Context: an optimization exercise on an open-source flow, tuned for small area. The choices shown serve that exercise and are no tape-out recipe. The RTL was checked by simulation tests, not by an equivalence proof against the original design. Power figures rest on the tool's default switching activity, not on a simulated workload.

==> design/flow/design.v <==
module sdx_core (
    input  wire       CLK,
    input  wire       RST,
    input  wire       RX_VALID,
    input  wire [7:0] RX_BYTE,
    input  wire [4:0] ECHO,
    output reg  [4:0] TRIG,
    output wire [1:0] M_EN,
    output wire [1:0] M_DIR,
    output wire [1:0] M_STEP,
    output reg        GUN
);
    localparam [2:0] C_OTH = 3'b000, C_F = 3'b001, C_R = 3'b010, C_NONE = 3'b011;
    reg [3:0] lo;
    reg [4:0] hi;
    wire lo_wrap = (lo == 4'd9);
    wire grid    = lo_wrap & hi[0];
    always @(posedge CLK) begin
        if (RST) begin
            lo   <= 4'd9;
            hi   <= 5'd29;
            TRIG <= 5'b00000;
        end else begin
            lo <= lo_wrap ? 4'd0 : lo + 4'd1;
            if (lo_wrap) begin
                hi   <= (hi == 5'd29) ? 5'd0 : hi + 5'd1;
                TRIG <= {TRIG[3:0], (hi == 5'd29)};
            end
        end
    end
    reg        s1, s2, eq;
    reg [15:0] ecnt;             
    reg        lt;               
    reg        near;             
    wire rise = s2 & ~eq;
    wire fall = ~s2 & eq;
    wire ez   = ~|ecnt[14:0];
    wire efb  = ecnt[15] ^ ecnt[14] ^ ecnt[12] ^ ecnt[3] ^ ez;
    wire e599 = (ecnt == 16'h8161);                  
    wire emax = ecnt[15] & ez;                       
    always @(posedge CLK) begin
        s1 <= ECHO[2];
        if (RST) begin
            s2   <= ECHO[2];
            eq   <= ECHO[2];
            ecnt <= 16'd0;
            lt   <= 1'b1;
            near <= 1'b1;
        end else begin
            s2 <= s1;
            eq <= s2;
            ecnt <= rise ? 16'd1 : {ecnt[14:0], efb};
            lt   <= rise | emax | (lt & ~e599);
            if (fall) near <= lt;
        end
    end
    reg [2:0] mem [0:63];
    reg [6:0] cnt;
    wire push = RX_VALID & ~cnt[6];
    reg [2:0] cls;
    always @* begin
        case (RX_BYTE)
            8'h77:   cls = 3'b100;   
            8'h73:   cls = 3'b111;   
            8'h61:   cls = 3'b110;   
            8'h64:   cls = 3'b101;   
            8'h66:   cls = C_F;
            8'h72:   cls = C_R;
            default: cls = C_OTH;
        endcase
    end
    integer i;
    always @(posedge CLK) begin
        if (push) begin
            mem[1] <= cls;
            for (i = 2; i <= 63; i = i + 1) mem[i] <= mem[i-1];
            mem[0] <= mem[63];
        end
    end
    wire [2:0] head;
    genvar b, k;
    generate
        for (b = 0; b < 3; b = b + 1) begin : g_rd
            wire [63:0] l0;
            wire [31:0] l1;
            wire [15:0] l2;
            wire [7:0]  l3;
            wire [3:0]  l4;
            wire [1:0]  l5;
            for (k = 0; k < 64; k = k + 1) begin : g0
                assign l0[k] = mem[k][b];
            end
            for (k = 0; k < 32; k = k + 1) begin : g1
                assign l1[k] = cnt[0] ? l0[2*k+1] : l0[2*k];
            end
            for (k = 0; k < 16; k = k + 1) begin : g2
                assign l2[k] = cnt[1] ? l1[2*k+1] : l1[2*k];
            end
            for (k = 0; k < 8; k = k + 1) begin : g3
                assign l3[k] = cnt[2] ? l2[2*k+1] : l2[2*k];
            end
            for (k = 0; k < 4; k = k + 1) begin : g4
                assign l4[k] = cnt[3] ? l3[2*k+1] : l3[2*k];
            end
            for (k = 0; k < 2; k = k + 1) begin : g5
                assign l5[k] = cnt[4] ? l4[2*k+1] : l4[2*k];
            end
            assign head[b] = cnt[5] ? l5[1] : l5[0];
        end
    endgenerate
    reg [2:0] last;
    reg [2:0] u;
    reg       en;
    reg [1:0] dir;
    reg       rf;                
    wire tick    = grid & ~GUN & u[0];
    wire have    = cnt != 7'd0;
    wire pop     = tick & have;
    wire accept  = pop & (head != last);
    wire [2:0] last_n = pop ? head : last;
    wire acc_r   = accept & (head == C_R);
    wire acc_run = accept & head[2];
    wire acc_hld = accept & ~head[2] & ~head[1];     
    wire fire    = accept & (head == C_F);
    wire roam    = tick & (last_n == C_R) & (acc_r | (near == dir[1]));
    wire run_op  = acc_run | roam;
    reg [6:0] cnt_t;
    reg       cu, cd;
    integer   j;
    always @* begin
        cu = push & ~pop;
        cd = pop & ~push;
        for (j = 0; j < 7; j = j + 1) begin
            cnt_t[j] = cu | cd;
            cu = cu & cnt[j];
            cd = cd & ~cnt[j];
        end
    end
    always @(posedge CLK) begin
        if (RST) begin
            cnt <= 7'd0;
        end else begin
            cnt <= cnt ^ cnt_t;
        end
    end
    always @(posedge CLK) begin
        if (RST) begin
            last <= C_NONE;
            GUN  <= 1'b0;
            u    <= 3'd1;
            en   <= 1'b0;
            dir  <= 2'b00;
            rf   <= 1'b0;
        end else begin
            if (pop) last <= head;
            if (grid) begin
                if (GUN) begin
                    if (u[2]) begin
                        GUN <= 1'b0;
                        u   <= 3'd0;
                    end else begin
                        u <= u + 3'd1;
                    end
                end else if (u[0]) begin
                    u <= 3'd0;
                    if (fire) GUN <= 1'b1;
                end else begin
                    u <= 3'd1;
                end
            end
            if (run_op) begin
                en  <= 1'b1;
                dir <= roam ? {~near, 1'b1} : head[1:0];
                rf  <= 1'b1;
            end else begin
                if (acc_hld) en <= 1'b0;
                if (lo == 4'd3) rf <= 1'b0;
            end
        end
    end
    reg       step, low;
    reg [5:0] pc;
    wire pivot   = dir[0] ^ dir[1];
    wire ge60    = &pc[5:2];
    wire ge20    = pc[5] | (pc[4] & (pc[3] | pc[2]));
    wire per_ok  = pivot ? ge60 : ge20;
    wire pg_fall = en & ~low & ~rf & per_ok;
    wire pg_rise = low & ~rf & (pc >= 6'd3);
    reg [5:0] pc_t;
    reg       pcc;
    integer   m;
    always @* begin
        pcc = ~ge60;
        for (m = 0; m < 6; m = m + 1) begin
            pc_t[m] = pcc;
            pcc = pcc & pc[m];
        end
    end
    always @(posedge CLK) begin
        if (RST) begin
            step <= 1'b0;
            low  <= 1'b0;
            pc   <= 6'd1;
        end else begin
            if (pg_fall) begin
                step <= 1'b0;
                low  <= 1'b1;
            end else if (pg_rise) begin
                step <= 1'b1;
                low  <= 1'b0;
            end
            if (pg_fall | pg_rise) pc <= 6'd1;
            else                   pc <= pc ^ pc_t;
        end
    end
    assign M_EN   = {en, en};
    assign M_DIR  = dir;
    assign M_STEP = {step, step};
endmodule
==> design/flow/run.sh <==
#!/bin/bash
# synth_recipe.tcl (not shown) runs the flow's synth.tcl, then flattens the netlist and writes it again
# the make line also repeats each setting of config.mk as NAME=value (left out here)
make -C /OpenROAD-flow-scripts/flow DESIGN_CONFIG=/design/flow/config.mk WORK_HOME=/design/flow/orfs CLKGATE_MAP_FILE= SYNTH_SCRIPT=/design/flow/synth_recipe.tcl finish
==> design/flow/config.mk <==
export PLATFORM = sky130hd
export DESIGN_NAME = sdx_core
export DESIGN_NICKNAME = sdx_core
export VERILOG_FILES = /design/flow/design.v
export SDC_FILE = /design/flow/constraint.sdc
export NUM_CORES = 4
export LEC_CHECK = 0
export CAP_MARGIN = 20
export CORE_MARGIN = 2
export CORE_UTILIZATION = 65
export CTS_BUF_LIST = sky130_fd_sc_hd__clkbuf_8
export CTS_CLUSTER_DIAMETER = 50
export CTS_CLUSTER_SIZE = 20
export PLACE_DENSITY = 0.75
export SLEW_MARGIN = 20
==> design/flow/constraint.sdc <==
create_clock -name core_clock -period 10.0 [get_ports {CLK}]
set_input_delay 2.0000 -clock core_clock [delete_from_list [all_inputs] [get_ports {CLK}]]
set_output_delay 2.0000 -clock core_clock [all_outputs]
set_load 0.01 [all_outputs]
==> results.py, run 1 <==
metrics = {
    "pwr": {
        "p_comb_share_pct": 25.5,
        "internal_power_mw": 1.880,
        "finalPower_mw": 2.741,
        "pwr-share-seq_pct": 52.1,
        "p_leak_nw": 3.746,
        "peakVddDrop_v": 0.0001614,
        "p_switching_mw": 0.8606,
        "sw_frac_of_total_pct": 31.40,
        "p_per_area_nw_per_um2": 249.2,
        "clkPwrFrac_pct": 22.4,
    },
    "clock_network": {
        "holdBufCountCts": 0,
        "path_clk_slew_ns": 0.11,
        "tritoncts": "built",
        "cts_setup_buffers": 0,
        "post_cts_resized": 0,
        "root_buffer": "clkbuf_8",
        "cts-htree-levels": 1,
        "cts_made_buffers": 21,
        "cts_sinks": 253,
        "insertion_delay_ns": 0.53,
        "cts_buffer_depth": 3,
    },
    "worst_setup_path": {
        "worstPathArrival_ns": 4.32,
        "rr_endpoint": "dir[1]",
        "crit_start": "RX_VALID",
        "critPathMaxFanout": 122,
        "r2r-start": "cnt[0]",
        "rr_worst_depth": 9,
        "path_class": "in -> reg",
        "reg2reg_slack_ns": 6.79,
        "cp.required_ns": 10.16,
        "endpoint": "mem[54][0]",
        "worstSetupEndpointType": "register",
        "worstSetupStartpointType": "input port",
    },
    "logic_synthesis": {
        "synth_edf_count": 192,
        "ys_async_sr_fraction_pct": 0,
        "synthTopCellsByArea": "edfxtp_1, dfxtp_1, mux4_2, mux2i_1, nand2_1",
        "yosysSeqAreaShare_pct": 68.68,
        "synth_area_leader_cell": "edfxtp_1",
        "synth-seq-cells": 253,
        "synthDistinctLibCells": 62,
        "synth_fp_nets": 688,
        "yosys.area.top_type_share_pct": 56.68,
        "synth.cell_area_um2": 10170,
        "ys.flop_type": "edfxtp_1",
        "synth_area_per_cell_um2": 15.44,
        "synthCells": 659,
        "ys_warn_count": 2,
    },
    "job": {
        "drv_cap": 0,
    },
    "place": {
        "place_congestion": 0.7379,
        "port_buffers": 23,
        "post-dp-hpwl_mm": 10.93,
    },
    "sta": {
        "fin_crit_ns": 4.158,
        "period_share_pct": 41.58,
        "setup_viol_count_final": 0,
        "hold_viol": 0,
        "clock_skew_ns": 0.01787,
        "slew_violations": 0,
        "tightest_slew_ns": 1.066,
        "fmax_mhz": 240.5,
        "max_slew_margin_pct": 28.96,
        "grt_setup_unrepaired": "false",
        "final.setup.tns_ns": 0,
    },
    "die": {
        "die_area_um2": 16670,
        "coreArea_um2": 15260,
        "start_util_pct": 66.67,
        "die_h_um": 129.1,
        "ioPinCount": 28,
        "rows": 45,
        "die_w_um": 129.1,
    },
    "cells_and_area": {
        "fillers": 999,
        "fin_nets": 708,
        "area_growth_pct": 8.106,
        "multiInputGateArea_um2": 2959,
        "final-seq-area_um2": 6989,
        "antennaDiodeCount": 0,
        "drive_gt1_share_pct": 12.97,
    },
    "run_status": {
        "status": "no timing/DRC/antenna violations",
    },
    "hold_path": {
        "min_path_type": "reg -> reg",
    },
    "route": {
        "vias": 5599,
        "wl_mm": 17.54,
        "wire_per_inst_um": 19.38,
        "drt_iter0_drc": 575,
        "ant_nets": 0,
        "drt-vias-per-instance": 6.187,
        "drt_drc_violations_left": 0,
        "dr.pass1.iters": 5,
    },
    "global_routing": {
        "grt_pass1_vias": 5547,
        "grt-ovfl-total": 0,
        "antenna_found_initial": 0,
        "grt_max_degree": 123,
        "grt_pass1_wl_mm": 28.49,
        "grtUsageTotal_pct": 21.81,
    },
}
[cell usage after synthesis, drive strengths merged (6+ instances only)]
master	count
mux4	34
a22oi	13
clkbuf	13
nand2	47
mux2i	32
dfxtp	61
xor2	8
nor2	30
edfxtp	192
buf	18
o21ai	15
nand3	21
and3	8
ha	13
a21oi	22
nor3	11
nor2b	10
inv	13
o22ai	6
xnor2	10
and2	19
[cell type report]
type	count	area share, %
flip-flops and latches	253	63.56
multi-input cells	362	26.91
clock buffers	21	2.628
repair buffers	28	2.435
well taps	211	2.401
clock inverters	17	1.582
inverters	13	0.4892
[placed cells by master (no fill, tap or decap), types with 5 or more instances in the layout]
| cell type | netlist | layout |
|---|---|---|
| a21oi_1 | 22 | 22 |
| a22oi_1 | 13 | 13 |
| and2_1 | 18 | 18 |
| and3_1 | 8 | 8 |
| buf_4 | 7 | 5 |
| clkbuf_8 | 0 | 21 |
| clkdlybuf4s50_1 | 0 | 23 |
| dfxtp_1 | 61 | 59 |
| edfxtp_1 | 192 | 192 |
| ha_1 | 13 | 13 |
| inv_1 | 12 | 12 |
| inv_6 | 0 | 6 |
| mux2i_1 | 32 | 32 |
| mux4_2 | 31 | 31 |
| nand2_1 | 47 | 47 |
| nand3_1 | 21 | 21 |
| nor2_1 | 30 | 30 |
| nor2b_1 | 10 | 10 |
| nor3_1 | 10 | 10 |
| o21ai_0 | 13 | 13 |
| o22ai_1 | 6 | 6 |
| xnor2_1 | 10 | 10 |
| xor2_1 | 7 | 7 |
[metal layers]
metal | wire length (um) | part of all wire (%) | track usage (%) | vias up
li1 | - | - | - | 2579
met1 | 8000 | 46 | 32.60 | 2838
met2 | 8266 | 47 | 33.99 | 157
met3 | 980 | 5.6 | 3.592 | 25
met4 | 288 | 1.6 | 6.074 | 0
met5 | 0 | 0 | 0 | -
[flip-flops by register name (all words and copies together) (netlist names)]
| register | flops |
|---|---|
| mem | 192 |
| ecnt | 16 |
| cnt | 7 |
| pc | 6 |
| TRIG | 5 |
| hi | 5 |
| lo | 4 |
| last | 3 |
| u | 3 |
| dir | 2 |
| GUN | 1 |
| en | 1 |
| eq | 1 |
| low | 1 |
| lt | 1 |
| near | 1 |
| rf | 1 |
| s1 | 1 |
| s2 | 1 |
| step | 1 |
[cells by family after synthesis]
family	synth area share, %
flip-flops	68.68
AND/OR/NAND/NOR	8.721
AO/OA/AOI/OAI	6.249
multiplexers	10.90
buffers and inverters	2.226
XOR/XNOR	1.624
adder cells (fa/ha/maj)	1.599
[critical path: stages]
cell and delay [ns]:
clkdlybuf4s50_1 0.48, nand2b_1 0.14, inv_6 0.73, buf_4 0.84
[worst min path at each step]
stage	startpoint	endpoint	slack, ns	cells past startpoint
2_1_floorplan	s1	s2	0.42	2
3_5_place_dp	mem[20][2]	mem[21][2]	0.43	0
3_3_place_gp	mem[34][0]	mem[35][0]	0.42	0
5_1_grt	mem[22][0]	mem[23][0]	0.46	0
6_report	mem[33][0]	mem[34][0]	0.45	0
4_1_cts	mem[22][0]	mem[23][0]	0.45	0
[through the flow]
| step | hold WS [ns] | area (um2) | utilization, % | std cells | setup slack [ns] |
|---|---|---|---|---|---|
| floorplan | 0.4154 | 10170 | - | 659 | 2.905 |
| global placement | 0.4206 | 10530 | 69.04 | 867 | 5.399 |
| detailed placement | 0.4301 | 10530 | 69.04 | 867 | 5.286 |
| CTS | 0.4493 | 11000 | 72.07 | 905 | 5.891 |
| global route | 0.4587 | 11000 | 72.07 | 905 | 5.702 |
| finish | 0.4498 | 11000 | 72.07 | 905 | 5.842 |
[power groups by stage]
stage / Clock [mW] / Sequential [mW] / Combinational, mW
after floorplan: 0 / 1.42 / 0.570
after global placement: 0 / 1.44 / 0.678
after detailed placement: 0 / 1.45 / 0.699
after CTS: 0.631 / 1.43 / 0.703
after global routing: 0.666 / 1.45 / 0.763
final: 0.613 / 1.43 / 0.699
==> inputs of run 2 (changes only) <==
==> design/flow/flow/run.sh (new file) <==
#!/bin/bash
# The standard ORFS layout (standard.sh: unchanged synthesis, floorplan, power grid,
# placement and routing) with these changes:
#  - after the floorplan, OpenROAD's restructure re-maps the combinational logic for
#    area (flow/restructure.tcl); registers are untouched;
#  - port buffers use sky130_fd_sc_hd__buf_1 instead of the default buffer cell;
#  - clock tree synthesis uses clkbuf_8 buffers in clusters of at most 20 sinks and
#    inserts no dummy load cells.
set -euo pipefail
export BUFFER_PORTS_ARGS="-buffer_cell sky130_fd_sc_hd__buf_1"
export CTS_ARGS="-sink_clustering_enable -repair_clock_nets -dont_use_dummy_load -buf_list sky130_fd_sc_hd__clkbuf_8 -sink_clustering_size 20 -sink_clustering_max_diameter 50"
bash standard.sh floorplan > standard_floorplan.log 2>&1
openroad -no_init -exit flow/restructure.tcl > restructure.log 2>&1
bash standard.sh finish > standard_finish.log 2>&1
==> design/flow/flow/restructure.tcl (new file) <==
# Area-driven re-mapping of the combinational logic of the floorplanned design
# (OpenROAD restructure, which runs ABC on the logic between registers).
# Registers, ports, tap cells and the power grid are left as they are.
set platform $::env(FLOW_HOME)/platforms/$::env(FLOW_PLATFORM)
set lib $platform/lib/sky130_fd_sc_hd__tt_025C_1v80.lib
set res orfs/results/$::env(FLOW_PLATFORM)/sdx_core/base
read_lef $platform/lef/sky130_fd_sc_hd.tlef
read_lef $platform/lef/sky130_fd_sc_hd_merged.lef
read_liberty $lib
read_db $res/2_floorplan.odb
read_sdc $res/2_floorplan.sdc
set_dont_use [get_lib_cells {*probe* *lpflow*}]
proc core_area {} {
  set a 0
  foreach i [[ord::get_db_block] getInsts] {
    set m [$i getMaster]
    if {[$m getType] eq "CORE"} { set a [expr {$a + [$m getWidth] * [$m getHeight]}] }
  }
  return [expr {$a / 1e6}]
}
puts "cell area before restructure: [core_area]"
file mkdir orfs/restructure
restructure -target area -liberty_file $lib \
  -tielo_port sky130_fd_sc_hd__conb_1/LO -tiehi_port sky130_fd_sc_hd__conb_1/HI \
  -work_dir orfs/restructure -abc_logfile orfs/restructure/abc.log
puts "cell area after restructure: [core_area]"
write_db $res/2_floorplan.odb
==> design/flow/standard.sh (new file) <==
#!/bin/bash
# synth_recipe.tcl (not shown) runs the flow's synth.tcl, then flattens the netlist and writes it again
# the make line also repeats each setting of config.mk as NAME=value (left out here)
make -C /OpenROAD-flow-scripts/flow DESIGN_CONFIG=/design/flow/config.mk WORK_HOME=/design/flow/orfs CLKGATE_MAP_FILE= SYNTH_SCRIPT=/design/flow/synth_recipe.tcl "${@:-finish}"
removed: design/flow/run.sh
==> run 2 against run 1 <==
Compared with the run above: still clean on timing, DRC and antenna; combinational power down 28%; critical path depth up 7; via count up 13%; sequential power is 4% lower; sequential cell count did not move; die area unchanged; non-clock buffer count up 5; largest cell class unchanged; highest routed layer unchanged.
==> results.py, run 2 <==
metrics = {
    "die": {
        "coreArea_um2": 15260,
        "die_area_um2": 16670,
        "die_w_um": 129.1,
        "start_util_pct": 66.67,
        "die_h_um": 129.1,
        "rows": 45,
        "ioPinCount": 28,
    },
    "run_status": {
        "status": "no timing/DRC/antenna violations",
    },
    "global_routing": {
        "grt_max_degree": 126,
        "antenna_found_initial": 0,
        "grt-ovfl-total": 0,
        "grt_pass1_vias": 6131,
        "grt_pass1_wl_mm": 31.68,
        "grtUsageTotal_pct": 24.09,
    },
    "route": {
        "ant_nets": 0,
        "dr.pass1.iters": 5,
        "vias": 6319,
        "drt-vias-per-instance": 6.694,
        "wl_mm": 19.86,
        "drt_iter0_drc": 697,
        "wire_per_inst_um": 21.03,
        "drt_drc_violations_left": 0,
    },
    "sta": {
        "period_share_pct": 40.15,
        "setup_viol_count_final": 0,
        "fin_crit_ns": 4.015,
        "tightest_slew_ns": 1.069,
        "clock_skew_ns": 0.05499,
        "slew_violations": 0,
        "max_slew_margin_pct": 28.49,
        "grt_setup_unrepaired": "false",
        "hold_viol": 0,
        "final.setup.tns_ns": 0,
        "fmax_mhz": 249.1,
    },
    "worst_setup_path": {
        "worstSetupStartpointType": "register",
        "worstPathArrival_ns": 4.44,
        "r2r-start": "cnt[0]",
        "path_class": "reg -> reg",
        "worstSetupEndpointType": "register",
        "critPathMaxFanout": 22,
        "crit_path_max_incr_delay_ns": 0.74,
        "path_depth": 11,
        "endpoint": "rf",
        "reg2reg_slack_ns": 5.98,
        "critPathSlowestCell": "o311ai_1",
        "cp.required_ns": 10.43,
        "crit_buf_inv": 3,
        "rr_endpoint": "rf",
        "crit_start": "cnt[0]",
        "cpLargestDelayFamily": "compound AO/OA/AOI/OAI gates",
        "rr_worst_depth": 11,
        "critical_path.cell_chain": "clkinv_1 -> buf_4 -> a221o_1 -> a31o_1 -> o221a_1 -> o311ai_1 -> clkinv_1 -> a31oi_1 -> nor2_1 -> o21a_1 -> a31o_1",
    },
    "cells_and_area": {
        "antennaDiodeCount": 0,
        "fin_nets": 751,
        "top_register": "mem",
        "final_common_cell": "edfxtp_1",
        "final_cell_mix": "edfxtp_1, nor2_1, dfxtp_1, clkinv_1, o221a_1",
        "drive_gt1_share_pct": 4.638,
        "final_cells": 944,
        "reg_top3": "mem (192), ecnt (16), cnt (7)",
        "largest_reg_flops": 192,
        "area_growth_pct": 3.382,
    },
    "clock_network": {
        "cts_made_buffers": 21,
        "cts_setup_buffers": 0,
        "post_cts_resized": 0,
        "path_clk_slew_ns": 0.10,
        "cts_buffer_depth": 3,
        "cts_sinks": 253,
        "root_buffer": "clkbuf_8",
        "cts-htree-levels": 1,
        "insertion_delay_ns": 0.54,
        "tritoncts": "built",
        "holdBufCountCts": 0,
    },
    "place": {
        "dpl.cell_count": 922,
        "post-dp-hpwl_mm": 11.92,
        "port_buffers": 23,
        "place_congestion": 0.8391,
    },
    "logic_synthesis": {
        "synth_fp_nets": 688,
        "synthTopCellsByArea": "edfxtp_1, dfxtp_1, mux4_2, mux2i_1, nand2_1",
        "yosysSeqAreaShare_pct": 68.68,
        "yosysMostFrequentCell": "edfxtp_1",
        "synthDistinctLibCells": 62,
        "synth-seq-cells": 253,
        "synth_area_leader_cell": "edfxtp_1",
        "ys_warn_count": 2,
        "synth.cell_area_um2": 10170,
        "yosys.area.top_type_share_pct": 56.68,
        "ys_async_sr_fraction_pct": 0,
        "netlist_top_cells_count": "edfxtp_1, dfxtp_1, nand2_1",
        "synthCells": 659,
        "synth_area_per_cell_um2": 15.44,
        "synth_edf_count": 192,
        "ys.flop_type": "edfxtp_1",
    },
    "pwr": {
        "p_per_area_nw_per_um2": 225.1,
        "peakVddDrop_v": 0.0001345,
        "finalPower_mw": 2.367,
        "p_leak_nw": 3.260,
    },
    "job": {
        "drv_cap": 0,
    },
    "hold_path": {
        "min_path_type": "reg -> reg",
    },
}
==> run 2: cell counts after synthesis <==
No cell type changed its count.
==> run 2: metal layers <==
metal	global-route usage (%)	vias up	routed length, um
met2	38.30	272	9271
met5	0	-	0
met4	7.289	0	449
li1	-	2893	-
met3	4.500	39	1466
met1	34.46	3115	8670
==> run 2: worst reg2reg max path, cell delays in order (launching register included) <==
cell and delay, ns:
dfxtp_1 0.34, clkinv_1 0.57, buf_4 0.48, a221o_1 0.28, a31o_1 0.21, o221a_1 0.25, o311ai_1 0.74, clkinv_1 0.29
a31oi_1 0.26, nor2_1 0.11, o21a_1 0.21, a31o_1 0.19
==> run 2: where the power goes <==
part	switching [mW]	internal (mW)	total, mW
logic	0.328	0.175	0.503
clock network	0.304	0.189	0.492
registers	0.0785	1.29	1.37
total	0.710	1.66	2.37
==> run 2: how the worst min path moves through the flow <==
stage	startpoint	to	slack (ns)	cells after the start
floorplan	s1	s2	0.42	2
global placement	lo[0]	lo[0]	0.40	1
global route	mem[35][2]	mem[36][2]	0.43	0
CTS	mem[25][2]	mem[26][2]	0.42	0
finish	mem[25][2]	mem[26][2]	0.42	0
detailed placement	lo[0]	lo[0]	0.42	1
==> run 2: kinds of logic (layout without fill, tap and decap cells) <==
logic type / Yosys count / count (layout) / synth area share [%]
DFF: 253 / 253 / 68.68
muxes: 67 / 0 / 10.90
buffers and inverters: 44 / 113 / 2.226
xor gates and xnor gates: 18 / 0 / 1.624
and+or+nand+nor: 173 / 136 / 8.721
AOI/OAI and AO/OA: 91 / 231 / 6.249
adders and majority gates: 13 / 0 / 1.599
==> run 2: area by class of cell <==
type | count | area (um2)
multi-input combinational | 367 | 2567
tap | 211 | 264.0
clock buffer | 21 | 289.0
fill | 1073 | 4742
sequential | 253 | 6988
timing repair buffer | 33 | 181.4
inverter | 59 | 226.5
==> run 2: stage by stage <==
step / area, um2 / setup WS (ns) / util (%) / hold slack, ns
floorplan: 10170 / 2.905 / - / 0.4154
global placement: 10200 / 5.742 / 66.84 / 0.3993
detailed placement: 10200 / 5.711 / 66.84 / 0.4184
CTS: 10490 / 5.684 / 68.73 / 0.4177
global route: 10520 / 5.626 / 68.92 / 0.4290
finish: 10520 / 5.985 / 68.92 / 0.4237
==> inputs of run 3 (changes only) <==
--- a/design/flow/design.v
+++ b/design/flow/design.v
@@ -10,7 +10,7 @@
     output wire [1:0] M_STEP,
     output reg        GUN
 );
-    localparam [2:0] C_OTH = 3'b000, C_F = 3'b001, C_R = 3'b010, C_NONE = 3'b011;
+    localparam [2:0] C_OTH = 3'b000, C_F = 3'b001, C_R = 3'b010;
     reg [3:0] lo;
     reg [4:0] hi;
     wire lo_wrap = (lo == 4'd9);
@@ -108,7 +108,7 @@
             assign head[b] = cnt[5] ? l5[1] : l5[0];
         end
     endgenerate
-    reg [2:0] last;
+    reg       m;
     reg [2:0] u;
     reg       en;
     reg [1:0] dir;
@@ -116,13 +116,13 @@
     wire tick    = grid & ~GUN & u[0];
     wire have    = cnt != 7'd0;
     wire pop     = tick & have;
+    wire [2:0] last = en ? (m ? C_R : {1'b1, dir}) : {2'b00, m};
     wire accept  = pop & (head != last);
-    wire [2:0] last_n = pop ? head : last;
     wire acc_r   = accept & (head == C_R);
     wire acc_run = accept & head[2];
     wire acc_hld = accept & ~head[2] & ~head[1];     
     wire fire    = accept & (head == C_F);
-    wire roam    = tick & (last_n == C_R) & (acc_r | (near == dir[1]));
+    wire roam    = tick & (accept ? acc_r : (en & m)) & (acc_r | (near == dir[1]));
     wire run_op  = acc_run | roam;
     reg [6:0] cnt_t;
     reg       cu, cd;
@@ -145,14 +145,14 @@
     end
     always @(posedge CLK) begin
         if (RST) begin
-            last <= C_NONE;
+            m    <= 1'b0;
             GUN  <= 1'b0;
             u    <= 3'd1;
             en   <= 1'b0;
             dir  <= 2'b00;
             rf   <= 1'b0;
         end else begin
-            if (pop) last <= head;
+            if (accept) m <= ~head[2] & (head[1] ^ head[0]);
             if (grid) begin
                 if (GUN) begin
                     if (u[2]) begin
@@ -188,12 +188,12 @@
     wire pg_rise = low & ~rf & (pc >= 6'd3);
     reg [5:0] pc_t;
     reg       pcc;
-    integer   m;
+    integer   n;
     always @* begin
         pcc = ~ge60;
-        for (m = 0; m < 6; m = m + 1) begin
-            pc_t[m] = pcc;
-            pcc = pcc & pc[m];
+        for (n = 0; n < 6; n = n + 1) begin
+            pc_t[n] = pcc;
+            pcc = pcc & pc[n];
         end
     end
     always @(posedge CLK) begin
==> design/flow/flow/run.sh (replaced) <==
#!/bin/bash
# The standard ORFS layout (standard.sh: unchanged synthesis, floorplan, power grid,
# placement and routing) with these changes:
#  - after the floorplan, OpenROAD's restructure re-maps the combinational logic for
#    area (flow/restructure.tcl); registers are untouched;
#  - port buffers use sky130_fd_sc_hd__buf_1 instead of the default buffer cell;
#  - clock tree synthesis uses clkbuf_8 buffers in clusters of at most 20 sinks
#    (at most 70 um across) and
#    inserts no dummy load cells.
set -euo pipefail
export BUFFER_PORTS_ARGS="-buffer_cell sky130_fd_sc_hd__buf_1"
export CTS_ARGS="-sink_clustering_enable -repair_clock_nets -dont_use_dummy_load -buf_list sky130_fd_sc_hd__clkbuf_8 -sink_clustering_size 20 -sink_clustering_max_diameter 70"
bash standard.sh floorplan > standard_floorplan.log 2>&1
openroad -no_init -exit flow/restructure.tcl > restructure.log 2>&1
bash standard.sh finish > standard_finish.log 2>&1
==> design/flow/flow/filter_lib.py (new file) <==
#!/usr/bin/env python3
"""Copy a Liberty file without the cells whose names match the given patterns."""
import fnmatch, re, sys
src, dst, pats = sys.argv[1], sys.argv[2], sys.argv[3:]
text = open(src).read()
out = []
pos = 0
for m in re.finditer(r'^\s*cell\s*\(\s*"?([\w$]+)"?\s*\)\s*\{', text, re.M):
    if m.start() < pos:
        continue
    name = m.group(1)
    if not any(fnmatch.fnmatch(name, p) for p in pats):
        continue
    depth, i = 0, m.end() - 1
    while True:
        c = text[i]
        if c == '{':
            depth += 1
        elif c == '}':
            depth -= 1
            if depth == 0:
                break
        i += 1
    out.append(text[pos:m.start()])
    pos = i + 1
out.append(text[pos:])
open(dst, 'w').write(''.join(out))
--- a/design/flow/flow/restructure.tcl
+++ b/design/flow/flow/restructure.tcl
@@ -19,9 +19,18 @@
   return [expr {$a / 1e6}]
 }
 puts "cell area before restructure: [core_area]"
+# restructure maps onto every cell of the Liberty file it is given, so give it a copy
+# without the platform's don't-use cells
 file mkdir orfs/restructure
-restructure -target area -liberty_file $lib \
+exec python3 flow/filter_lib.py $lib orfs/restructure/mapping.lib *lpflow* *probe*
+restructure -target area -liberty_file orfs/restructure/mapping.lib \
   -tielo_port sky130_fd_sc_hd__conb_1/LO -tiehi_port sky130_fd_sc_hd__conb_1/HI \
   -work_dir orfs/restructure -abc_logfile orfs/restructure/abc.log
 puts "cell area after restructure: [core_area]"
+foreach i [[ord::get_db_block] getInsts] {
+  set name [[$i getMaster] getName]
+  if {[string match *lpflow* $name] || [string match *probe* $name]} {
+    error "restructure used the don't-use cell $name"
+  }
+}
 write_db $res/2_floorplan.odb
--- a/design/flow/config.mk
+++ b/design/flow/config.mk
@@ -8,8 +8,5 @@
 export CAP_MARGIN = 20
 export CORE_MARGIN = 2
 export CORE_UTILIZATION = 65
-export CTS_BUF_LIST = sky130_fd_sc_hd__clkbuf_8
-export CTS_CLUSTER_DIAMETER = 50
-export CTS_CLUSTER_SIZE = 20
 export PLACE_DENSITY = 0.75
 export SLEW_MARGIN = 20
==> run 3 against run 2 <==
Compared with the run above: still clean; wire length fell by 1.2%; clock skew down 0.013 ns; synthesized area rose by 0.59%; utilization shrank 1.5 points; fmax fell by 21%; clock power is 11% lower; register-to-register slack got worse by 1.1 ns; critical path type unchanged; highest routed layer unchanged.
==> results.py, run 3 <==
metrics = {
    "logic_synthesis": {
        "synth.cell_area_um2": 10230,
        "synthCells": 637,
        "ys.flop_type": "edfxtp_1",
        "yosys.area.top_type_share_pct": 56.35,
        "synthTopCellsByArea": "edfxtp_1, dfxtp_1, mux4_2, mux4_1, ha_1",
        "synth-seq-cells": 251,
        "netlist_top_cells_count": "edfxtp_1, dfxtp_1, nand2_1",
        "synth_fp_nets": 668,
        "ys_warn_count": 2,
        "synth_edf_count": 192,
        "ys_async_sr_fraction_pct": 0,
        "yosysMostFrequentCell": "edfxtp_1",
        "synth_area_leader_cell": "edfxtp_1",
        "yosysSeqAreaShare_pct": 67.89,
        "synthDistinctLibCells": 61,
        "synth_area_per_cell_um2": 16.06,
    },
    "global_routing": {
        "grt_pass1_wl_mm": 31.42,
        "use_met1_pct": 35.88,
        "grt_max_degree": 99,
        "grt-ovfl-total": 0,
        "grt-busiest-layer": "met2",
        "antenna_found_initial": 0,
        "grtUsageTotal_pct": 23.76,
        "grt_use_met3_pct": 3.386,
        "grt_pass1_vias": 6036,
        "grt_use_met2_pct": 37.03,
    },
    "pwr": {
        "internal_power_mw": 1.623,
        "p_leak_nw": 3.306,
        "clkPwrFrac_pct": 18.7,
        "finalPower_mw": 2.328,
        "p_switching_mw": 0.7050,
        "sw_frac_of_total_pct": 30.28,
        "p_comb_share_pct": 20.6,
        "peakVddDrop_v": 0.0001495,
        "pwr-share-seq_pct": 60.6,
        "p_per_area_nw_per_um2": 225.4,
    },
    "clock_network": {
        "root_buffer": "clkbuf_8",
        "cts_buffer_depth": 3,
        "path_clk_slew_ns": 0.12,
        "holdBufCountCts": 0,
        "tritoncts": "built",
        "insertion_delay_ns": 0.53,
        "cts_sinks": 251,
        "cts-htree-levels": 1,
        "post_cts_resized": 0,
        "cts_made_buffers": 16,
        "cts_setup_buffers": 0,
    },
    "sta": {
        "tightest_slew_ns": 1.050,
        "fmax_mhz": 195.9,
        "setup_ws_ns": 4.896,
        "grt_setup_unrepaired": "false",
        "setup_viol_count_final": 0,
        "period_share_pct": 51.04,
        "slew_violations": 0,
        "final.setup.tns_ns": 0,
        "max_slew_margin_pct": 29.29,
        "clock_skew_ns": 0.04154,
        "hold_viol": 0,
        "fin_crit_ns": 5.104,
    },
    "place": {
        "place_congestion": 0.8872,
        "dp_slack_ns": 5.186,
        "port_buffers": 23,
        "place_area_um2": 10100,
        "post-dp-hpwl_mm": 11.49,
    },
    "die": {
        "die_area_um2": 16760,
        "start_util_pct": 66.81,
        "die_w_um": 129.5,
        "ioPinCount": 28,
        "die_h_um": 129.5,
        "rows": 45,
        "coreArea_um2": 15310,
    },
    "worst_setup_path": {
        "worstPathArrival_ns": 5.58,
        "critPathMaxFanout": 53,
        "path_class": "reg -> reg",
        "worstSetupStartpointType": "register",
        "cp.required_ns": 10.48,
        "worstSetupEndpointType": "register",
        "rr_worst_depth": 14,
    },
    "route": {
        "wl_mm": 19.62,
        "ant_nets": 0,
        "drt-vias-per-instance": 6.713,
        "dr.pass1.iters": 7,
        "wire_per_inst_um": 21.00,
        "drt_drc_violations_left": 0,
        "drt_iter0_drc": 634,
        "vias": 6270,
    },
    "run_status": {
        "status": "no timing/DRC/antenna violations",
    },
    "cells_and_area": {
        "top_register": "mem",
        "final_common_cell": "edfxtp_1",
        "reg_top3": "mem (192), ecnt (16), cnt (7)",
        "final_cell_mix": "edfxtp_1, dfxtp_1, clkinv_1, nor2_1, o221ai_1",
        "fillers": 1088,
        "largest_reg_flops": 192,
        "multiInputGateArea_um2": 2511,
        "area_growth_pct": 0.9664,
        "final-seq-area_um2": 6949,
        "antennaDiodeCount": 0,
        "drive_gt1_share_pct": 4.149,
        "stdcell_area_um2": 10330,
        "fin_nets": 741,
    },
    "hold_path": {
        "min_path_type": "reg -> reg",
        "hold_depth": 1,
    },
    "job": {
        "drv_cap": 0,
    },
}
## run 3: cell types whose count changed after synthesis, moves of 4 or more
| cell | change |
|---|---|
| a22oi_1 | -11 |
| nor2b_1 | -4 |
| buf_2 | -5 |
| mux4_1 | +18 |
| clkbuf_1 | +4 |
| mux4_2 | -6 |
| inv_1 | +4 |
| mux2i_1 | -17 |
| nand2_1 | -4 |
| o22ai_1 | -5 |
| nand3_1 | -4 |
| a31oi_1 | +4 |
## run 3: power by group through the flow
stage	sequential, mW	clock, mW	combinational, mW
2_1_floorplan	1.40	0	0.610
3_3_place_gp	1.42	0	0.450
3_5_place_dp	1.43	0	0.470
4_1_cts	1.41	0.451	0.472
5_1_grt	1.43	0.485	0.522
6_report	1.41	0.436	0.480
## run 3: metal layers
layer | vias up | routed length (um)
met2 | 262 | 9149
met4 | 0 | 284
met3 | 22 | 1252
met5 | - | 0
li1 | 2869 | -
met1 | 3117 | 8930
## run 3: area by class of cell
type | instances | area share, %
Inverter | 58 | 2.107
Sequential cell | 251 | 67.26
Clock buffer | 16 | 2.132
Tap cell | 211 | 2.555
Multi-Input combinational cell | 365 | 24.31
Timing Repair Buffer | 33 | 1.635
## run 3: critical path: stages, from the launching register on
cell and delay [ns]:
dfxtp_2 0.56, inv_2 0.58, buf_4 0.61, a221oi_1 0.19, o21a_1 0.22, or3_1 0.34
o22a_1 0.18, o21ai_0 0.82, clkinv_1 0.31, o32ai_1 0.22, a31oi_1 0.12, nor2_1 0.26
clkinv_1 0.20, nor3_1 0.24, o31a_1 0.18
## run 3: path summary, 6_finish.rpt
check | from | to | slack [ns]
worst max-delay path | cnt[1] | dir[0] | 4.90
worst min-delay path | lo[0] | lo[0] | 0.44
worst max register to register | cnt[1] | dir[0] | 4.90
worst min register to register | lo[0] | lo[0] | 0.44
## run 3: cell families (layout without fill, tap and decap cells)
kind of cell	count (synthesis)	count (layout)	synth area share, %
flops	251	251	67.89
mux	65	0	12.80
fa+ha+maj	15	0	1.834
xor+xnor	16	0	1.369
simple gates	161	135	8.009
compound gates	78	230	5.381
buf+inv	51	107	2.715
## run 3: through the flow
| stage | util (%) | hold slack [ns] | std cells |
|---|---|---|---|
| after CTS | 67.41 | 0.4383 | 934 |
| after floorplan | - | 0.4154 | 637 |
| after detailed placement | 65.97 | 0.4090 | 918 |
| after global placement | 65.97 | 0.3974 | 918 |
| after global routing | 67.46 | 0.4533 | 934 |
| final | 67.46 | 0.4393 | 934 |
==> inputs of run 4 (changes only) <==
--- a/design/flow/config.mk
+++ b/design/flow/config.mk
@@ -5,8 +5,8 @@
 export SDC_FILE = /design/flow/constraint.sdc
 export NUM_CORES = 4
 export LEC_CHECK = 0
-export CAP_MARGIN = 20
+export CAP_MARGIN = 5
 export CORE_MARGIN = 2
 export CORE_UTILIZATION = 65
 export PLACE_DENSITY = 0.75
-export SLEW_MARGIN = 20
+export SLEW_MARGIN = 5
==> run 4 against run 3 <==
Compared with the run above: utilization barely moved; clock power about the same; total power hardly changed; non-clock buffer count unchanged; cell area is essentially flat; critical path depth stayed put; count of clock-buffer cells in the layout stayed put; via count up 0.48%; fmax rose by 1.4%; clock skew is 0.0028 ns lower; register-to-register slack improved by 0.07 ns; critical path type unchanged; critical endpoint unchanged; highest routed layer unchanged.
==> results.py, run 4 <==
metrics = {
    "run_status": {
        "status": "no timing/DRC/antenna violations",
    },
    "sta": {
        "period_share_pct": 50.35,
        "final.setup.tns_ns": 0,
        "fmax_mhz": 198.6,
        "setup_viol_count_final": 0,
        "grt_setup_unrepaired": "false",
        "fin_crit_ns": 5.035,
        "tightest_slew_ns": 1.201,
        "max_slew_margin_pct": 19.90,
        "clock_skew_ns": 0.03876,
        "slew_violations": 0,
        "setup_ws_ns": 4.965,
        "hold_viol": 0,
    },
    "cells_and_area": {
        "reg_top3": "mem (192), ecnt (16), cnt (7)",
        "final_common_cell": "edfxtp_1",
        "antennaDiodeCount": 0,
        "largest_reg_flops": 192,
        "drive_gt1_share_pct": 4.149,
        "top_register": "mem",
        "fin_nets": 741,
        "final_cell_mix": "edfxtp_1, dfxtp_1, clkinv_1, nor2_1, o221ai_1",
        "area_growth_pct": 0.8931,
    },
    "worst_setup_path": {
        "cp.required_ns": 10.48,
        "worstPathArrival_ns": 5.51,
        "worstSetupEndpointType": "register",
        "worstSetupStartpointType": "register",
        "path_class": "reg -> reg",
        "critPathMaxFanout": 53,
    },
    "clock_network": {
        "insertion_delay_ns": 0.52,
        "root_buffer": "clkbuf_8",
        "cts_made_buffers": 16,
        "post_cts_resized": 0,
        "path_clk_slew_ns": 0.12,
        "cts-htree-levels": 1,
        "cts_setup_buffers": 0,
        "tritoncts": "built",
        "cts_buffer_depth": 3,
        "holdBufCountCts": 0,
        "cts_sinks": 251,
    },
    "pwr": {
        "sw_frac_of_total_pct": 30.25,
        "p_comb_share_pct": 20.6,
        "clkPwrFrac_pct": 18.7,
        "p_leak_nw": 3.304,
        "peakVddDrop_v": 0.0001495,
        "internal_power_mw": 1.624,
        "p_switching_mw": 0.7042,
        "p_per_area_nw_per_um2": 225.5,
        "pwr-share-seq_pct": 60.7,
    },
    "place": {
        "port_buffers": 23,
        "dp_slack_ns": 5.186,
        "post-dp-hpwl_mm": 11.49,
        "place_congestion": 0.8872,
    },
    "route": {
        "wl_mm": 19.62,
        "vias": 6300,
        "ant_nets": 0,
        "wire_per_inst_um": 21.01,
        "dr.pass1.iters": 7,
        "drt_iter0_drc": 636,
        "drt_drc_violations_left": 0,
        "drt-vias-per-instance": 6.745,
    },
    "die": {
        "ioPinCount": 28,
        "start_util_pct": 66.81,
        "coreArea_um2": 15310,
        "die_area_um2": 16760,
        "die_w_um": 129.5,
        "die_h_um": 129.5,
        "rows": 45,
    },
    "logic_synthesis": {
        "ys_warn_count": 2,
        "synth.cell_area_um2": 10230,
        "netlist_top_cells_count": "edfxtp_1, dfxtp_1, nand2_1",
        "synth_edf_count": 192,
        "synthCells": 637,
        "synth_area_leader_cell": "edfxtp_1",
        "synth-seq-cells": 251,
        "yosysMostFrequentCell": "edfxtp_1",
        "synthTopCellsByArea": "edfxtp_1, dfxtp_1, mux4_2, mux4_1, ha_1",
        "synth_area_per_cell_um2": 16.06,
        "yosysSeqAreaShare_pct": 67.89,
        "yosys.area.top_type_share_pct": 56.35,
        "synth_fp_nets": 668,
        "ys.flop_type": "edfxtp_1",
        "ys_async_sr_fraction_pct": 0,
        "synthDistinctLibCells": 61,
    },
    "global_routing": {
        "grtUsageTotal_pct": 23.76,
        "grt-ovfl-total": 0,
        "antenna_found_initial": 0,
        "grt_pass1_vias": 6036,
        "grt_max_degree": 99,
        "grt_pass1_wl_mm": 31.42,
    },
    "hold_path": {
        "min_path_type": "reg -> reg",
    },
    "job": {
        "drv_cap": 0,
    },
}
[run 4: cell counts after synthesis]
No cell type changed its count.
[run 4: path summary, 6_finish.rpt]
path / startpoint / endpoint / slack (ns) / depth (start not counted)
setup / recovery: cnt[1] / dir[0] / 4.97 / 14
hold / removal: lo[0] / lo[0] / 0.44 / 1
setup reg to reg: cnt[1] / dir[0] / 4.97 / 14
hold reg to reg: lo[0] / lo[0] / 0.44 / 1
[run 4: power by group through the flow]
stage                     clock network (mW)  logic (mW)  registers [mW]
after floorplan                            0       0.610            1.40
final                                  0.436       0.479            1.41
after detailed placement                   0       0.470            1.43
after global placement                     0       0.450            1.42
after CTS                              0.451       0.472            1.41
after global routing                   0.485       0.521            1.43
[run 4: per-stage QoR]
stage	instances	total power, mW	cell area (um2)	util (%)	hold slack, ns
6_report	934	2.328	10320	67.41	0.4382
5_1_grt	934	2.438	10320	67.41	0.4533
4_1_cts	934	2.336	10320	67.41	0.4383
3_5_place_dp	918	1.904	10100	65.97	0.4090
3_3_place_gp	918	1.873	10100	65.97	0.3974
2_1_floorplan	637	2.006	10230	-	0.4154
[run 4: logic make-up after synthesis]
| group | synth area share, % |
|---|---|
| buffers and inverters | 2.715 |
| adders and majority gates | 1.834 |
| AOI/OAI and AO/OA | 5.381 |
| and+or+nand+nor | 8.009 |
| muxes | 12.80 |
| DFF | 67.89 |
| xor gates and xnor gates | 1.369 |
[run 4: area by class of cell]
cell class | count | area (um2)
clock buffers | 16 | 220.2
fillers | 1088 | 4991
inverters | 58 | 217.7
multi-input cells | 365 | 2511
flip-flops and latches | 251 | 6949
well taps | 211 | 264.0
repair buffers | 33 | 161.4
[run 4: per-layer routing]
metal | track usage [%] | routed length, um | share of wire [%] | up-vias
met4 | 6.135 | 309 | 1.6 | 0
met5 | 0 | 0 | 0 | -
met2 | 37.03 | 9106 | 46 | 268
met1 | 35.88 | 8958 | 46 | 3134
met3 | 3.386 | 1250 | 6.4 | 30
li1 | - | - | - | 2868
[run 4: critical path, cell delays in order (launching register included)]
cell,delay [ns]
dfxtp_2,0.56
inv_2,0.58
buf_4,0.60
a221oi_1,0.19
o21a_1,0.22
or3_1,0.34
o22a_1,0.18
o21ai_0,0.78
clkinv_1,0.31
o32ai_1,0.22
a31oi_1,0.11
nor2_1,0.25
clkinv_1,0.19
nor3_1,0.23
o31a_1,0.18
==> inputs of run 5 (changes only) <==
==> design/flow/flow/run.sh (replaced) <==
#!/bin/bash
# The standard ORFS layout (standard.sh: unchanged synthesis, floorplan, power grid,
# placement and routing) with these changes:
#  - after the floorplan, OpenROAD's restructure re-maps the combinational logic for
#    area (flow/restructure.tcl); registers are untouched;
#  - port buffers use sky130_fd_sc_hd__buf_1 instead of the default buffer cell;
#  - clock tree synthesis uses clkbuf_8 buffers in clusters of at most 19 sinks
#    (at most 70 um across) and
#    inserts no dummy load cells.
set -euo pipefail
export BUFFER_PORTS_ARGS="-buffer_cell sky130_fd_sc_hd__buf_1"
export CTS_ARGS="-sink_clustering_enable -repair_clock_nets -dont_use_dummy_load -buf_list sky130_fd_sc_hd__clkbuf_8 -sink_clustering_size 19 -sink_clustering_max_diameter 70"
bash standard.sh floorplan > standard_floorplan.log 2>&1
openroad -no_init -exit flow/restructure.tcl > restructure.log 2>&1
bash standard.sh finish > standard_finish.log 2>&1
--- a/design/flow/config.mk
+++ b/design/flow/config.mk
@@ -5,8 +5,8 @@
 export SDC_FILE = /design/flow/constraint.sdc
 export NUM_CORES = 4
 export LEC_CHECK = 0
-export CAP_MARGIN = 5
+export CAP_MARGIN = 20
 export CORE_MARGIN = 2
 export CORE_UTILIZATION = 65
 export PLACE_DENSITY = 0.75
-export SLEW_MARGIN = 5
+export SLEW_MARGIN = 20
==> run 5 against run 4 <==
Compared with the run above: highest routed layer unchanged; clock skew is 0.00071 ns lower; hold slack worse by 0.0093 ns; still clean on timing, DRC and antenna; critical path type unchanged; critical endpoint unchanged; cell count is 0.11% higher; largest power group unchanged.
==> results.py, run 5 <==
metrics = {
    "cells_and_area": {
        "area_growth_pct": 1.100,
        "final_cell_mix": "edfxtp_1, dfxtp_1, clkinv_1, nor2_1, o221ai_1",
        "fin_nets": 742,
        "largest_reg_flops": 192,
        "antennaDiodeCount": 0,
        "fillers": 1091,
        "fin_util_pct": 67.55,
        "drive_gt1_share_pct": 4.282,
        "final_cells": 935,
        "final_common_cell": "edfxtp_1",
        "reg_top3": "mem (192), ecnt (16), cnt (7)",
        "final-seq-area_um2": 6949,
        "top_register": "mem",
        "multiInputGateArea_um2": 2511,
    },
    "sta": {
        "setup_viol_count_final": 0,
        "grt_setup_unrepaired": "false",
        "max_slew_margin_pct": 32.00,
        "setup_ws_ns": 4.994,
        "clock_skew_ns": 0.03805,
        "fin_crit_ns": 5.006,
        "period_share_pct": 50.06,
        "slew_violations": 0,
        "hold_viol": 0,
        "fmax_mhz": 199.8,
        "final.setup.tns_ns": 0,
        "tightest_slew_ns": 1.009,
    },
    "worst_setup_path": {
        "crit_path_max_incr_delay_ns": 0.79,
        "critical_path.cell_chain": "inv_2 -> buf_4 -> a221oi_1 -> o21a_1 -> or3_1 -> o22a_1 -> o21ai_0 -> clkinv_1 -> o32ai_1 -> a31oi_1 -> nor2_1 -> clkinv_1 -> nor3_1 -> o31a_1",
        "worstSetupStartpointType": "register",
        "crit_buf_inv": 4,
        "worstSetupEndpointType": "register",
        "cp.required_ns": 10.46,
        "critPathSlowestCell": "o21ai_0",
        "path_class": "reg -> reg",
        "critPathMaxFanout": 53,
        "cpLargestDelayFamily": "compound AO/OA/AOI/OAI gates",
        "crit_top_cell": "clkinv_1",
        "worstPathArrival_ns": 5.47,
    },
    "global_routing": {
        "grt_pass1_wl_mm": 31.42,
        "grt_pass1_vias": 6022,
        "antenna_found_initial": 0,
        "grt-ovfl-total": 0,
        "grtUsageTotal_pct": 23.78,
        "grt_max_degree": 99,
    },
    "logic_synthesis": {
        "synthTopCellsByArea": "edfxtp_1, dfxtp_1, mux4_2, mux4_1, ha_1",
        "synthDistinctLibCells": 61,
        "synth_compound_area_share_pct": 5.380,
        "ys_warn_count": 2,
        "synth_edf_count": 192,
        "yosys.area.top_type_share_pct": 56.35,
        "synth-seq-cells": 251,
        "synth.cell_area_um2": 10230,
        "ys.flop_type": "edfxtp_1",
        "ys_async_sr_fraction_pct": 0,
        "synth_simple_gate_area_share_pct": 8.009,
        "yosysSeqAreaShare_pct": 67.89,
        "synth_area_leader_cell": "edfxtp_1",
        "synth_xor_area_share_pct": 1.370,
        "synthCells": 637,
        "synth_top_family_by_area": "multiplexers",
        "synth_area_per_cell_um2": 16.06,
        "yosysMostFrequentCell": "edfxtp_1",
        "synthAdderAreaFrac_pct": 1.834,
        "synth.area.mux_share_pct": 12.80,
        "netlist_top_cells_count": "edfxtp_1, dfxtp_1, nand2_1",
        "synth_fp_nets": 668,
    },
    "clock_network": {
        "cts-htree-levels": 1,
        "tritoncts": "built",
        "path_clk_slew_ns": 0.11,
        "root_buffer": "clkbuf_8",
        "holdBufCountCts": 0,
        "cts_setup_buffers": 0,
        "insertion_delay_ns": 0.52,
        "post_cts_resized": 0,
        "cts_buffer_depth": 3,
        "cts_sinks": 251,
        "cts_made_buffers": 17,
    },
    "place": {
        "post-dp-hpwl_mm": 11.49,
        "dp_slack_ns": 5.186,
        "place_congestion": 0.8872,
        "dpl.cell_count": 918,
        "port_buffers": 23,
    },
    "route": {
        "drt_iter0_drc": 722,
        "ant_nets": 0,
        "dr.pass1.iters": 5,
        "wire_per_inst_um": 21.05,
        "drt-vias-per-instance": 6.814,
        "wl_mm": 19.68,
        "vias": 6371,
        "drt_drc_violations_left": 0,
    },
    "pwr": {
        "p_per_area_nw_per_um2": 226.2,
        "p_leak_nw": 3.313,
        "peakVddDrop_v": 0.0001468,
        "finalPower_mw": 2.340,
    },
    "die": {
        "coreArea_um2": 15310,
        "ioPinCount": 28,
        "rows": 45,
        "die_h_um": 129.5,
        "start_util_pct": 66.81,
        "die_w_um": 129.5,
        "die_area_um2": 16760,
    },
    "run_status": {
        "status": "no timing/DRC/antenna violations",
    },
    "job": {
        "drv_cap": 0,
    },
    "hold_path": {
        "min_path_type": "reg -> reg",
    },
}
[run 5: cell count changes in the layout (fill, tap and decap cells not counted), sizes merged]
cell / previous run / this run
clkbuf: 16 / 17
[run 5: report_power, final]
group          internal [mW]  switching [mW]
Combinational          0.166           0.316
Sequential              1.31           0.101
Clock                  0.155           0.292
[run 5: path summary, 6_finish.rpt]
kind	depth (start not counted)	from	slack, ns	endpoint
min reg2reg	0	mem[21][2]	0.43	mem[22][2]
min	0	mem[21][2]	0.43	mem[22][2]
max reg2reg	14	cnt[1]	4.99	dir[0]
max	14	cnt[1]	4.99	dir[0]
[run 5: layout make-up]
type,count,share of cell area [%]
Multi-Input combinational cell,365,24.27
Tap cell,211,2.552
Inverter,58,2.105
Clock buffer,17,2.262
Sequential cell,251,67.17
Timing Repair Buffer,33,1.633
[run 5: per-stage QoR]
step                      instance area [um2]  hold slack, ns
after floorplan                         10230          0.4154
after CTS                               10340          0.4323
after detailed placement                10100          0.4090
after global routing                    10340          0.4370
final                                   10340          0.4289
after global placement                  10100          0.3974
[run 5: logic make-up (layout without fill, tap and decap cells)]
group           Yosys count  in the layout
fa+ha+maj                15              0
simple gates            161            135
buf+inv                  51            108
mux                      65              0
compound gates           78            230
xor+xnor                 16              0
flops                   251            251
[run 5: metal layers]
metal | vias to the layer above | part of all wire (%) | GRT usage [%]
met5 | - | 0 | 0
met3 | 36 | 6.4 | 3.551
li1 | 2878 | - | -
met2 | 290 | 47 | 37.31
met4 | 0 | 1.8 | 5.313
met1 | 3167 | 45 | 35.95
==> inputs of run 6 (changes only) <==
--- a/design/flow/config.mk
+++ b/design/flow/config.mk
@@ -7,6 +7,6 @@
 export LEC_CHECK = 0
 export CAP_MARGIN = 20
 export CORE_MARGIN = 2
-export CORE_UTILIZATION = 65
-export PLACE_DENSITY = 0.75
+export CORE_UTILIZATION = 80
+export PLACE_DENSITY = 0.9
 export SLEW_MARGIN = 20
==> run 6 against run 5 <==
Compared with the run above: still clean on timing, DRC and antenna; fmax increased by 0.63%; combinational power increased by 1%; clock skew increased by 0.025 ns; non-clock buffer count unchanged; utilization increased by 14 points; total power about the same; global-route usage increased by 6.5 points; sequential power about the same; synthesized area unchanged; sequential share of layout area increased by 0.37 points; cell area decreased by 0.54%; critical endpoint is now m.
==> results.py, run 6 <==
metrics = {
    "worst_setup_path": {
        "worstSetupEndpointType": "register",
        "crit_buf_inv": 4,
        "crit_start": "cnt[1]",
        "cp.required_ns": 10.38,
        "worstSetupStartpointType": "register",
        "critical_path.cell_chain": "inv_2 -> buf_4 -> a221oi_1 -> o21a_1 -> or3_1 -> o22a_1 -> o21ai_0 -> clkinv_1 -> o32ai_1 -> a31oi_1 -> nor2_1 -> clkinv_1 -> o21ai_0 -> a21oi_1",
        "r2r-start": "cnt[1]",
        "crit_path_max_incr_delay_ns": 0.89,
        "critPathMaxFanout": 78,
        "rr_worst_depth": 14,
        "critPathSlowestCell": "o21ai_0",
        "cpLargestDelayFamily": "compound AO/OA/AOI/OAI gates",
        "path_class": "reg -> reg",
        "worstPathArrival_ns": 5.35,
        "path_depth": 14,
    },
    "pwr": {
        "sw_frac_of_total_pct": 30.25,
        "pwr-share-seq_pct": 60.5,
        "p_switching_mw": 0.7078,
        "peakVddDrop_v": 0.0001754,
        "p_comb_share_pct": 20.9,
        "p_leak_nw": 3.311,
        "finalPower_mw": 2.340,
        "p_per_area_nw_per_um2": 227.4,
        "clkPwrFrac_pct": 18.7,
        "internal_power_mw": 1.632,
    },
    "logic_synthesis": {
        "synth.cell_area_um2": 10230,
        "synth_fp_nets": 668,
        "yosysSeqAreaShare_pct": 67.89,
        "yosysMostFrequentCell": "edfxtp_1",
        "ys.flop_type": "edfxtp_1",
        "netlist_top_cells_count": "edfxtp_1, dfxtp_1, nand2_1",
        "synth_area_per_cell_um2": 16.06,
        "ys_warn_count": 2,
        "synthTopCellsByArea": "edfxtp_1, dfxtp_1, mux4_2, mux4_1, ha_1",
        "yosys.area.top_type_share_pct": 56.35,
        "synth_area_leader_cell": "edfxtp_1",
        "synthDistinctLibCells": 61,
        "ys_async_sr_fraction_pct": 0,
        "synth_edf_count": 192,
        "synthCells": 637,
        "synth-seq-cells": 251,
    },
    "route": {
        "ant_nets": 0,
        "drt_iter0_drc": 824,
        "wl_mm": 20.51,
        "drt-vias-per-instance": 7.328,
        "drt_drc_violations_left": 0,
        "wire_per_inst_um": 22.89,
        "dr.pass1.iters": 5,
        "vias": 6566,
    },
    "cells_and_area": {
        "final_cell_mix": "edfxtp_1, dfxtp_1, clkinv_1, nor2_1, o221ai_1",
        "area_growth_pct": 0.5501,
        "antennaDiodeCount": 0,
        "fin_nets": 742,
        "multiInputGateArea_um2": 2511,
        "final_common_cell": "edfxtp_1",
        "final-seq-area_um2": 6949,
        "top_register": "mem",
        "fillers": 678,
        "drive_gt1_share_pct": 4.282,
        "reg_top3": "mem (192), ecnt (16), cnt (7)",
        "largest_reg_flops": 192,
    },
    "clock_network": {
        "post_cts_resized": 0,
        "root_buffer": "clkbuf_8",
        "tritoncts": "built",
        "holdBufCountCts": 0,
        "cts_buffer_depth": 3,
        "cts-htree-levels": 1,
        "insertion_delay_ns": 0.52,
        "cts_made_buffers": 17,
        "cts_setup_buffers": 0,
        "path_clk_slew_ns": 0.11,
        "cts_sinks": 251,
    },
    "run_status": {
        "status": "no timing/DRC/antenna violations",
    },
    "place": {
        "place_congestion": 0.8434,
        "port_buffers": 23,
        "post-dp-hpwl_mm": 12.53,
    },
    "sta": {
        "fmax_mhz": 201.0,
        "period_share_pct": 49.74,
        "grt_setup_unrepaired": "false",
        "setup_viol_count_final": 0,
        "hold_viol": 0,
        "slew_violations": 0,
        "max_slew_margin_pct": 23.07,
        "clock_skew_ns": 0.06281,
        "fin_crit_ns": 4.974,
        "tightest_slew_ns": 1.142,
        "final.setup.tns_ns": 0,
    },
    "die": {
        "die_h_um": 117.1,
        "coreArea_um2": 12570,
        "die_area_um2": 13710,
        "die_w_um": 117.1,
        "rows": 41,
        "ioPinCount": 28,
        "start_util_pct": 81.41,
    },
    "global_routing": {
        "grt_max_degree": 85,
        "grt-ovfl-total": 0,
        "grt_pass1_wl_mm": 32.06,
        "grtUsageTotal_pct": 30.31,
        "antenna_found_initial": 0,
        "grt_pass1_vias": 6280,
    },
    "job": {
        "drv_cap": 0,
    },
    "hold_path": {
        "hp-start": "mem[12][2]",
        "min_path_type": "reg -> reg",
        "hold_depth": 0,
    },
}
[run 6: cell count changes in the layout (fill, tap and decap cells not counted)]
cell,previous run,this run
buf_4,8,10
buf_6,2,0
[run 6: layer usage]
| layer | global-route usage, % | up-vias | share of wire [%] |
|---|---|---|---|
| met5 | 0 | - | 0 |
| met4 | 10.82 | 0 | 3.0 |
| met3 | 4.892 | 60 | 8.1 |
| met2 | 48.63 | 378 | 50 |
| met1 | 43.20 | 3239 | 39 |
| li1 | - | 2889 | - |
[run 6: power by group through the flow]
| stage | Combinational (mW) | Clock [mW] | Sequential, mW |
|---|---|---|---|
| floorplan | 0.610 | 0 | 1.40 |
| global placement | 0.443 | 0 | 1.42 |
| detailed placement | 0.473 | 0 | 1.43 |
| CTS | 0.474 | 0.444 | 1.41 |
| global route | 0.525 | 0.475 | 1.43 |
| finish | 0.488 | 0.436 | 1.42 |
[run 6: worst paths after layout]
kind,end,slack [ns]
worst min register to register,mem[13][2],0.40
worst max register to register,m,5.03
worst min-delay path,mem[13][2],0.40
worst max-delay path,m,5.03
[run 6: metrics by stage]
stage | instance area (um2) | hold WS, ns | worst slack (ns) | util [%] | std cells
5_1_grt | 10290 | 0.4166 | 4.844 | 81.86 | 896
6_report | 10290 | 0.4040 | 5.026 | 81.86 | 896
2_1_floorplan | 10230 | 0.4154 | 2.567 | - | 637
4_1_cts | 10290 | 0.4065 | 5.227 | 81.86 | 896
3_5_place_dp | 10050 | 0.4080 | 5.313 | 80.00 | 879
3_3_place_gp | 10050 | 0.3990 | 5.586 | 80.00 | 879
[run 6: cell type report]
class	instances	area share, %
tap	172	2.092
inverter	58	2.116
sequential	251	67.54
multi-input combinational	365	24.41
clock buffer	17	2.274
timing repair buffer	33	1.569
[run 6: kinds of logic (layout without fill, tap and decap cells)]
logic type               count (synthesis)  after routing  share of synthesized area (%)
adder cells (fa/ha/maj)                 15              0                          1.834
flip-flops                             251            251                          67.89
AO/OA/AOI/OAI                           78            230                          5.381
buffers and inverters                   51            108                          2.715
XOR/XNOR                                16              0                          1.369
AND/OR/NAND/NOR                        161            135                          8.009
multiplexers                            65              0                          12.80
==> inputs of run 7 (changes only) <==
--- a/design/flow/design.v
+++ b/design/flow/design.v
@@ -13,7 +13,8 @@
     localparam [2:0] C_OTH = 3'b000, C_F = 3'b001, C_R = 3'b010;
     reg [3:0] lo;
     reg [4:0] hi;
-    wire lo_wrap = (lo == 4'd9);
+    wire lo_wrap = lo[3] & lo[0];           
+    wire hi_wrap = hi[4] & hi[3] & hi[2] & hi[0];    
     wire grid    = lo_wrap & hi[0];
     always @(posedge CLK) begin
         if (RST) begin
@@ -23,8 +24,8 @@
         end else begin
             lo <= lo_wrap ? 4'd0 : lo + 4'd1;
             if (lo_wrap) begin
-                hi   <= (hi == 5'd29) ? 5'd0 : hi + 5'd1;
-                TRIG <= {TRIG[3:0], (hi == 5'd29)};
+                hi   <= hi_wrap ? 5'd0 : hi + 5'd1;
+                TRIG <= {TRIG[3:0], hi_wrap};
             end
         end
     end
@@ -174,7 +175,7 @@
                 rf  <= 1'b1;
             end else begin
                 if (acc_hld) en <= 1'b0;
-                if (lo == 4'd3) rf <= 1'b0;
+                if (~lo[2] & lo[1] & lo[0]) rf <= 1'b0;
             end
         end
     end
--- a/design/flow/config.mk
+++ b/design/flow/config.mk
@@ -7,6 +7,6 @@
 export LEC_CHECK = 0
 export CAP_MARGIN = 20
 export CORE_MARGIN = 2
-export CORE_UTILIZATION = 80
-export PLACE_DENSITY = 0.9
+export CORE_UTILIZATION = 65
+export PLACE_DENSITY = 0.75
 export SLEW_MARGIN = 20
==> run 7 against run 6 <==
Compared with the run above: total power increased by 6.6%; synthesized cell count rose by 0.94%; highest routed layer unchanged; combinational power up 17%; sequential cell count is the same; register-to-register slack improved by 0.06 ns; largest power group unchanged; clock power is 3% higher; count of clock-buffer cells in the layout stayed put; sequential power is 4% higher; critical endpoint is now dir[1]; cell count grew 1.8%.
==> results.py, run 7 <==
metrics = {
    "run_status": {
        "status": "no timing/DRC/antenna violations",
    },
    "hold_path": {
        "min_path_type": "reg -> reg",
    },
    "sta": {
        "fmax_mhz": 203.6,
        "tightest_slew_ns": 0.9653,
        "period_share_pct": 49.11,
        "setup_viol_count_final": 0,
        "slew_violations": 0,
    },
    "clock_network": {
        "post_cts_resized": 0,
        "path_clk_slew_ns": 0.12,
        "holdBufCountCts": 0,
        "tritoncts": "built",
        "insertion_delay_ns": 0.52,
    },
    "worst_setup_path": {
        "crit_top_cell": "o32ai_1",
        "critPathSlowestCell": "o32ai_1",
        "worstSetupStartpointType": "register",
        "reg2reg_slack_ns": 5.09,
        "path_depth": 12,
        "crit_path_max_incr_delay_ns": 0.67,
        "cpLargestDelayFamily": "compound AO/OA/AOI/OAI gates",
        "rr_worst_depth": 12,
        "critical_path.cell_chain": "buf_4 -> nand2_1 -> a221oi_1 -> nor3_1 -> a31o_1 -> o32ai_1 -> clkinv_1 -> o32ai_1 -> o32a_1 -> o21ai_0 -> o22ai_1 -> mux2_1",
        "crit_buf_inv": 2,
    },
    "pwr": {
        "p_leak_nw": 3.271,
        "p_comb_share_pct": 22.8,
        "internal_power_mw": 1.699,
        "p_per_area_nw_per_um2": 244.9,
        "sw_frac_of_total_pct": 31.89,
    },
    "logic_synthesis": {
        "yosysMostFrequentCell": "edfxtp_1",
        "synthCells": 643,
        "synth_area_per_cell_um2": 15.92,
        "yosys.area.top_type_share_pct": 56.33,
        "synth.cell_area_um2": 10230,
        "synth-seq-cells": 251,
        "ys_warn_count": 2,
        "synth_fp_nets": 672,
        "ys.flop_type": "edfxtp_1",
        "ys_async_sr_fraction_pct": 0,
        "synthTopCellsByArea": "edfxtp_1, dfxtp_1, mux4_1, mux2i_1, mux4_2",
    },
    "global_routing": {
        "grtUsageTotal_pct": 23.33,
        "grt_pass1_wl_mm": 30.86,
        "antenna_found_initial": 0,
    },
    "cells_and_area": {
        "reg_top3": "mem (192), ecnt (16), cnt (7)",
        "final_common_cell": "edfxtp_1",
        "area_growth_pct": -0.5014,
        "final-seq-area_um2": 6949,
    },
    "die": {
        "ioPinCount": 28,
        "die_w_um": 129.5,
        "die_area_um2": 16770,
    },
    "route": {
        "drt-vias-per-instance": 6.736,
    },
}
## run 7: cell types whose count changed in the layout (fill, tap and decap cells not counted), sizes merged, moves of 5 or more
cell    change
a221oi     +18
a221o      -19
o22a        -8
nand3      -14
nor4        +9
nand2       +7
nor3        -9
a31oi       -5
## run 7: metrics by stage
step | power [mW] | hold slack, ns | std cells | util [%] | worst slack (ns)
floorplan | 2.051 | 0.4154 | 643 | - | 2.832
global placement | 2.020 | 0.4190 | 895 | 64.94 | 4.962
finish | 2.494 | 0.4282 | 912 | 66.50 | 5.089
CTS | 2.494 | 0.4380 | 912 | 66.47 | 5.195
detailed placement | 2.047 | 0.4209 | 895 | 64.94 | 4.809
global route | 2.605 | 0.4512 | 912 | 66.50 | 4.870
## run 7: worst min path at each step
stage          startpoint   endpoint  cells past startpoint
6_report        mem[3][2]  mem[4][2]                      0
3_5_place_dp        lo[0]      lo[0]                      1
5_1_grt         mem[3][2]  mem[4][2]                      0
4_1_cts         mem[3][2]  mem[4][2]                      0
2_1_floorplan          s1         s2                      2
3_3_place_gp        lo[0]      lo[0]                      1
## run 7: layer usage
| layer | share of wire (%) | up-vias | track usage [%] |
|---|---|---|---|
| li1 | - | 2799 | - |
| met3 | 6.2 | 43 | 3.592 |
| met2 | 47 | 251 | 36.69 |
| met5 | 0 | - | 0 |
| met1 | 44 | 3050 | 34.37 |
| met4 | 2.8 | 0 | 6.831 |
## run 7: area by class of cell
| cell class | count | share of cell area [%] |
|---|---|---|
| tap | 211 | 2.592 |
| multi-input combinational | 346 | 23.30 |
| sequential | 251 | 68.24 |
| inverter | 55 | 2.027 |
| clock buffer | 17 | 2.298 |
| timing repair buffer | 32 | 1.548 |
## run 7: cells by family (layout without fill, tap and decap cells)
| family | after synthesis | after routing | synth area share [%] |
|---|---|---|---|
| compound gates | 89 | 219 | 6.223 |
| xor+xnor | 18 | 0 | 1.614 |
| fa+ha+maj | 13 | 0 | 1.589 |
| buf+inv | 45 | 104 | 2.812 |
| flops | 251 | 251 | 67.87 |
| mux | 77 | 1 | 12.47 |
| simple gates | 150 | 126 | 7.420 |
## run 7: power groups by stage
| stage | logic (mW) | clock network (mW) | registers [mW] |
|---|---|---|---|
| floorplan | 0.640 | 0 | 1.41 |
| global placement | 0.536 | 0 | 1.48 |
| detailed placement | 0.553 | 0 | 1.49 |
| CTS | 0.558 | 0.461 | 1.48 |
| global route | 0.616 | 0.493 | 1.50 |
| finish | 0.570 | 0.451 | 1.47 |

Setup slack of run 7, layout unchanged: 5.089 ns with ideal ports, 5.089 ns with driving cells assumed (clock clkbuf_16, inputs buf_2), 5.089 ns with port delays also shifted by the 0.539 ns mid clock arrival.
